Background: an optimization exercise with open tools, aiming at small area, a short achievable clock period and few clock cycles per item. Do not read the settings as production practice.
The RTL was checked by simulation tests, not by an equivalence proof against the original design.

### design/flow/config.mk
export PLATFORM = sky130hd
export DESIGN_NAME = fce
export DESIGN_NICKNAME = fce
export VERILOG_FILES = /design/flow/design.v
export SDC_FILE = /design/flow/constraint.sdc
export NUM_CORES = 4
export LEC_CHECK = 0
export CAP_MARGIN = 20
export CORE_MARGIN = 2
export CORE_UTILIZATION = 40
export SLEW_MARGIN = 20
### design/flow/constraint.sdc
create_clock -name core_clock -period 7.0 [get_ports {clk}]
set_input_delay 1.4000 -clock core_clock [delete_from_list [all_inputs] [get_ports {clk}]]
set_output_delay 1.4000 -clock core_clock [all_outputs]
set_load 0.01 [all_outputs]
### design/flow/design.v
module fce (
    input  wire        clk,
    input  wire        rst,         
    input  wire        bus_req,
    input  wire        bus_we,
    input  wire [3:0]  bus_addr,
    input  wire [31:0] bus_wdata,
    output reg  [31:0] bus_rdata,
    output wire        irq
);
    localparam A_ID     = 4'h0;
    localparam A_CMD    = 4'h1;
    localparam A_STATUS = 4'h2;
    localparam A_IRQEN  = 4'h3;
    localparam A_DIN    = 4'h4;
    localparam A_KIN    = 4'h5;
    localparam A_DOUT   = 4'h6;
    localparam A_KEY    = 4'h7;
    localparam A_RK03   = 4'h8;
    localparam A_RK47   = 4'h9;
    localparam [31:0] ID_VALUE = 32'h46434531;
    function [3:0] sbox;
        input [3:0] n;
        begin
            case (n)
                4'h0: sbox = 4'h0;
                4'h1: sbox = 4'h1;
                4'h2: sbox = 4'hB;
                4'h3: sbox = 4'hD;
                4'h4: sbox = 4'h9;
                4'h5: sbox = 4'hE;
                4'h6: sbox = 4'h6;
                4'h7: sbox = 4'h7;
                4'h8: sbox = 4'hC;
                4'h9: sbox = 4'h5;
                4'hA: sbox = 4'h8;
                4'hB: sbox = 4'h3;
                4'hC: sbox = 4'hF;
                4'hD: sbox = 4'h2;
                4'hE: sbox = 4'h4;
                default: sbox = 4'hA;
            endcase
        end
    endfunction
    function [7:0] rotl8;
        input [7:0] b;
        input integer n;
        begin
            rotl8 = (b << n) | (b >> (8 - n));
        end
    endfunction
    function [7:0] round_f;
        input [7:0] r;
        input [7:0] k;
        reg   [7:0] y;
        begin
            y = r ^ k;
            round_f = rotl8({sbox(y[7:4]), sbox(y[3:0])}, 2);
        end
    endfunction
    function [63:0] sched;
        input [15:0] k;
        reg   [7:0]  t [0:7];
        integer      j;
        begin
            t[0] = k[7:0];
            t[1] = k[15:8];
            for (j = 2; j < 8; j = j + 1)
                t[j] = rotl8(t[j-1], 3) ^ rotl8(t[j-2], 5);
            sched = {t[7], t[6], t[5], t[4], t[3], t[2], t[1], t[0]};
        end
    endfunction
    reg [31:0] last_cmd;      
    reg        done;
    reg        err_any;
    reg [1:0]  ec;            
    reg        key_valid;
    reg        done_ie;
    reg [15:0] din;
    reg [15:0] kin;
    reg [15:0] dout;
    reg [15:0] key;
    wire [3:0] errcode = {1'b0, ec[1] & ~ec[0], ec[1] & ec[0], ec[0]};
    wire       err     = ec[1] | ec[0];
    wire        wr     = bus_req && bus_we;
    wire        accept = wr && (bus_addr == A_CMD);
    wire [31:0] c      = bus_wdata;
    wire        legal  = (c[31:3] == 29'd0) || (c[31:4] == 28'd0 && c[3:0] == 4'd6);
    wire        op_lk  = legal && c[3:0] == 4'd1;
    wire        op_del = legal && c[3:0] == 4'd2;
    wire        op_ed  = legal && (c[3:0] == 4'd3 || c[3:0] == 4'd4);
    wire        op_cmp = legal && c[3:0] == 4'd5;
    wire        op_sb  = legal && c[3:0] == 4'd6;
    wire        sel_dec = c[2] & ~c[0];      
    wire        sel_cmp = c[2] &  c[0];      
    wire [63:0] rk_key = sched(key);
    wire [15:0] src    = sel_cmp ? kin : key;
    wire [63:0] rk_src = sched(src);
    wire [7:0]  r1_enc = din[15:8] ^ round_f(din[7:0], key[7:0]);
    wire [7:0]  r1_dec = din[15:8] ^ round_f(din[7:0], rk_key[63:56]);
    wire [7:0]  r1_cmp = din[15:8] ^ round_f(din[7:0], kin[7:0]);
    wire [7:0]  r1     = sel_dec ? r1_dec : (sel_cmp ? r1_cmp : r1_enc);
    reg  [7:0]  hl [0:8];
    reg  [7:0]  hr [0:8];
    reg  [7:0]  rkey;
    integer     i;
    always @(*) begin
        hl[1] = din[7:0];
        hr[1] = r1;
        for (i = 1; i < 8; i = i + 1) begin
            rkey = sel_dec ? rk_key[8*(7-i) +: 8] : rk_src[8*i +: 8];
            hl[i+1] = hr[i];
            hr[i+1] = hl[i] ^ round_f(hr[i], rkey);
        end
    end
    wire [15:0] cipher = {hr[8], hl[8]};
    always @(posedge clk) begin
        if (rst) begin
            last_cmd  <= 32'd0;
            done      <= 1'b0;
            err_any   <= 1'b0;
            ec        <= 2'd0;
            key_valid <= 1'b0;
            done_ie   <= 1'b0;
            din       <= 16'd0;
            kin       <= 16'd0;
            dout      <= 16'd0;
            key       <= 16'd0;
        end else if (wr) begin
            case (bus_addr)
                A_STATUS: begin
                    if (bus_wdata[1]) done    <= 1'b0;
                    if (bus_wdata[3]) err_any <= 1'b0;
                end
                A_IRQEN: done_ie <= bus_wdata[0];
                A_DIN:   din     <= bus_wdata[15:0];
                A_KIN:   kin     <= bus_wdata[15:0];
                A_CMD: begin
                    last_cmd <= c;
                    done     <= 1'b1;
                    if (!legal) begin
                        ec      <= 2'b10;
                        err_any <= 1'b1;
                    end else if (op_ed && !key_valid) begin
                        ec      <= 2'b01;
                        err_any <= 1'b1;
                    end else if (op_sb && din[15:4] != 12'd0) begin
                        ec      <= 2'b11;
                        err_any <= 1'b1;
                    end else begin
                        ec <= 2'b00;
                        if (op_ed || op_cmp)
                            dout <= cipher;
                        if (op_sb)
                            dout <= {12'd0, sbox(din[3:0])};
                        if (op_lk || op_cmp) begin
                            key       <= kin;
                            key_valid <= 1'b1;
                        end
                        if (op_del) begin
                            key       <= 16'd0;
                            key_valid <= 1'b0;
                        end
                    end
                end
                default: ;
            endcase
        end
    end
    always @(*) begin
        case (bus_addr)
            A_ID:     bus_rdata = ID_VALUE;
            A_CMD:    bus_rdata = last_cmd;
            A_STATUS: bus_rdata = {22'd0, 1'b0, key_valid, errcode,
                                   err_any, err, done, 1'b0};
            A_IRQEN:  bus_rdata = {31'd0, done_ie};
            A_DIN:    bus_rdata = {16'd0, din};
            A_KIN:    bus_rdata = {16'd0, kin};
            A_DOUT:   bus_rdata = {16'd0, dout};
            A_KEY:    bus_rdata = {16'd0, key};
            A_RK03:   bus_rdata = rk_key[31:0];
            A_RK47:   bus_rdata = rk_key[63:32];
            default:  bus_rdata = 32'd0;
        endcase
    end
    assign irq = done_ie & done;
endmodule
### design/flow/run.sh
#!/bin/bash
# synth_recipe.tcl (not shown) runs the flow's synth.tcl, then flattens the netlist and writes it again
# the make line also repeats each setting of config.mk as NAME=value (left out here)
make -C /OpenROAD-flow-scripts/flow DESIGN_CONFIG=/design/flow/config.mk WORK_HOME=/design/flow/orfs CLKGATE_MAP_FILE= SYNTH_SCRIPT=/design/flow/synth_recipe.tcl finish
==> summary.txt <==
flip-flops by register name, summed over array words and instances (netlist names), named ones only:
register / flops
done: 1
dout: 16
done_ie: 1
key: 16
last_cmd: 32
din: 16
kin: 16
err_any: 1
key_valid: 1
ec: 2
worst reg2reg max path, delay by kind of cell (launching register included):
family                     cells  cell delay [ps]
and+or+nand+nor                6             1520
muxes                          5             1300
adders and majority gates      6             1460
AOI/OAI and AO/OA             10             1520
buffers and inverters          6              590
xor gates and xnor gates      10             2160
DFF                            1              370
per-layer routing:
layer	vias to the layer above	track usage	wire length, um
li1	6829	-	-
met1	6934	0.436	23800
met2	638	0.536	25500
met3	137	0.0374	4070
met4	0	0.152	2760
met5	-	0	0
what timing repair did:
action	in CTS	in global routing
buffers inserted	32	12
gates resized for setup	110	60
pin swaps	90	50
cloned	0	0
endpoints found under the setup margin	16	16
per-stage QoR:
step | cell area (sq um) | instances | util
after floorplan | 13500 | 1613 | -
after global placement | 18200 | 2547 | 0.560
after detailed placement | 18200 | 2547 | 0.560
after CTS | 19200 | 2593 | 0.593
after global routing | 19700 | 2605 | 0.606
final | 19700 | 2605 | 0.606
layout by cell type (no fill, tap or decap), types with 8 or more instances in the layout:
cell               n
nand2_1          215
nor2_1           112
inv_1             42
dfxtp_2           10
o21ai_1           15
xor3_2             8
mux2_4            10
a22oi_1           42
o211ai_1          16
nor3_1            28
a21oi_1          128
buf_4            537
nand3_1           34
a221oi_1          12
clkdlybuf4s50_1   69
nand2b_1          15
xnor2_4           18
xnor2_1          129
a222oi_1           8
mux2i_1           53
ha_4              12
nand4_1            9
xnor3_1            8
inv_2             10
xor2_2            11
o21ai_0           48
nor3_2             9
ha_1              18
dfxtp_1           96
mux4_2            10
and2_1             8
xor2_1            91
clkbuf_16          9
mux2i_4           10
nor4_1            14
buf_6             20
xnor2_2           30
cell type report:
type                            instances  area (sq um)  share of cell area
Tap cell                              442           553              0.0281
Inverter                               55           211              0.0107
Timing Repair Buffer                  631          5030               0.256
Clock inverter                          6          60.1             0.00305
Multi-Input combinational cell       1355         11500               0.582
Sequential cell                       106          2130               0.108
Clock buffer                           10           229              0.0116
final timing paths:
check	slack [ps]	from	depth (start not counted)	endpoint
hold / removal	460	last_cmd[4]$_SDFFE_PP0P_	2	last_cmd[4]$_SDFFE_PP0P_
setup / recovery	-2060	bus_wdata[0]	39	dout[9]$_SDFFE_PP0P_
hold reg to reg	460	last_cmd[4]$_SDFFE_PP0P_	2	last_cmd[4]$_SDFFE_PP0P_
setup reg to reg	-2030	key[5]$_SDFFE_PP0P_	43	dout[9]$_SDFFE_PP0P_
cell families after synthesis:
family	synth area share
flops	0.162
mux	0.0879
fa+ha+maj	0.0286
simple gates	0.185
compound gates	0.215
xor+xnor	0.268
buf+inv	0.0549
==> impl_metrics.env <==
export IMPL_outcome="complete, but fails checks"
export IMPL_so_faults="setup timing"
export IMPL_hpwl_um=44900
export IMPL_grt_pass1_vias=14000
export IMPL_cp_top_family="multiplexers"
export IMPL_syn_avg_cell_area_sq_um=8.14
export IMPL_firstDrtPassIters=6
export IMPL_worstSetupPathType="in2reg"
export IMPL_routed_wl_um=56200
export IMPL_synth_edff_count=0
export IMPL_area_delta_synth_final_pct=49.9
export IMPL_synth_seq_cells=106
export IMPL_drc=0
export IMPL_num_io_pins=73
export IMPL_ctsHoldBuffers=0
export IMPL_cts_root_to_sink_buffers=2
export IMPL_holdWs_ps=457
export IMPL_drv_slew=0
export IMPL_cp_required_ps=7240
export IMPL_cap_viol_max_count=0
export IMPL_h_tree_depth=3
export IMPL_synthFlopType="dfxtp_1"
export IMPL_drt_iter0_markers=1475
export IMPL_hold_violations=0
export IMPL_portBuffers=72
export IMPL_numCtsBuffers=9
export IMPL_ys_seq_area_frac=0.162
export IMPL_numClockSinks=106
export IMPL_gr_total_overflow=0
export IMPL_die_y_um=185
export IMPL_synth_top_cell_area_share=0.162
export IMPL_path_buf_inv=8
export IMPL_ys_warnings_count=5
export IMPL_wl_per_cell_um=21.6
export IMPL_fmaxAchievable_mhz=110
export IMPL_start_util=0.405
export IMPL_die_w_um=185
export IMPL_holdCritPathClass="reg2reg"
export IMPL_die_area_sq_mm=0.0343
export IMPL_cts_clk_slew_worst_paths_ps=70
export IMPL_n_fill_cell=2904
export IMPL_syn_instance_count=1613
export IMPL_grt_pass1_wl_um=84500
export IMPL_tightestPinTransition_ps=1120
export IMPL_insertion_delay_ps=370
export IMPL_synth_fp_nets=1683
export IMPL_grt_max_degree=101
export IMPL_final_setup_skew_ps=18.2
export IMPL_synth_largest_area_cell="dfxtp_1"
export IMPL_critPathCaptureType="flop"
export IMPL_finalSetupTns_ps=-27630
export IMPL_timing_final_ws_setup_ps=-2060
export IMPL_fin_crit_sh=1.29
export IMPL_synth_common_cells="nand2_1 (219), xnor2_1 (148), a21oi_1 (132)"
export IMPL_place_ws_ps=-2980
export IMPL_std_cell_rows=66
export IMPL_synth_most_common_cell="nand2_1"
export IMPL_vias=14500
export IMPL_syn_area_sq_mm=0.0131
export IMPL_setup_viol=16
export IMPL_globalplace_congestion=1.05
export IMPL_ys_types=118
export IMPL_start_kind="input pin"
export IMPL_grt_util_all_layers=0.329
export IMPL_cp_arrival_ps=9300
export IMPL_layout_min_cycle_time_ps=9060
export IMPL_ant_nets=0
export IMPL_slowest_stage="or4_1"
export IMPL_synth_area_top_cells="dfxtp_1 (16%), xnor2_1 (9.9%), xor2_1 (6.7%)"
export IMPL_cpPeakStageDelay_ps=460
export IMPL_relSlewSlack=0.256
export IMPL_antenna_found_initial=1
export IMPL_async_flop_share=0
export IMPL_cp_max_fo=15
export IMPL_cpMostUsedCell="ha_4"
export IMPL_rsz0062_at_grt="yes"
export IMPL_via_per_inst=5.58
export IMPL_core_sq_mm=0.0325
export IMPL_drive_gt1_frac=0.393
export IMPL_cts_tree="done"
export IMPL_nets=2228
export IMPL_root_buffer="clkbuf_16"
export IMPL_antenna_cells=0
Testbench counts, summed over its fixed seeds: cycles 14,145, items 3,200.

## separate check: timing with driven ports
The results above use ideal ports. As a check the final layout listed here was re-extracted and re-timed, cells and wires unchanged. Step 1: set_driving_cell puts a clkbuf_16 on clk and a buf_2 on each other input, an assumption about the parent block. Step 2 times the ports against the registers' clock, not the clock port: input delays grow and output delays shrink by t, the midpoint of the rising clock arrivals with the driver on. a / b / c = ideal ports / drivers / drivers and shift; a / b = the first two.
t, ns: 0.403
slack for setup (ns): -2.061 / -2.036 / -2.439
worst data-port slew with drivers (ns): 0.05
For this run, drivers alone change the setup slack by +0.025 ns; drivers and shift together by -0.378 ns.
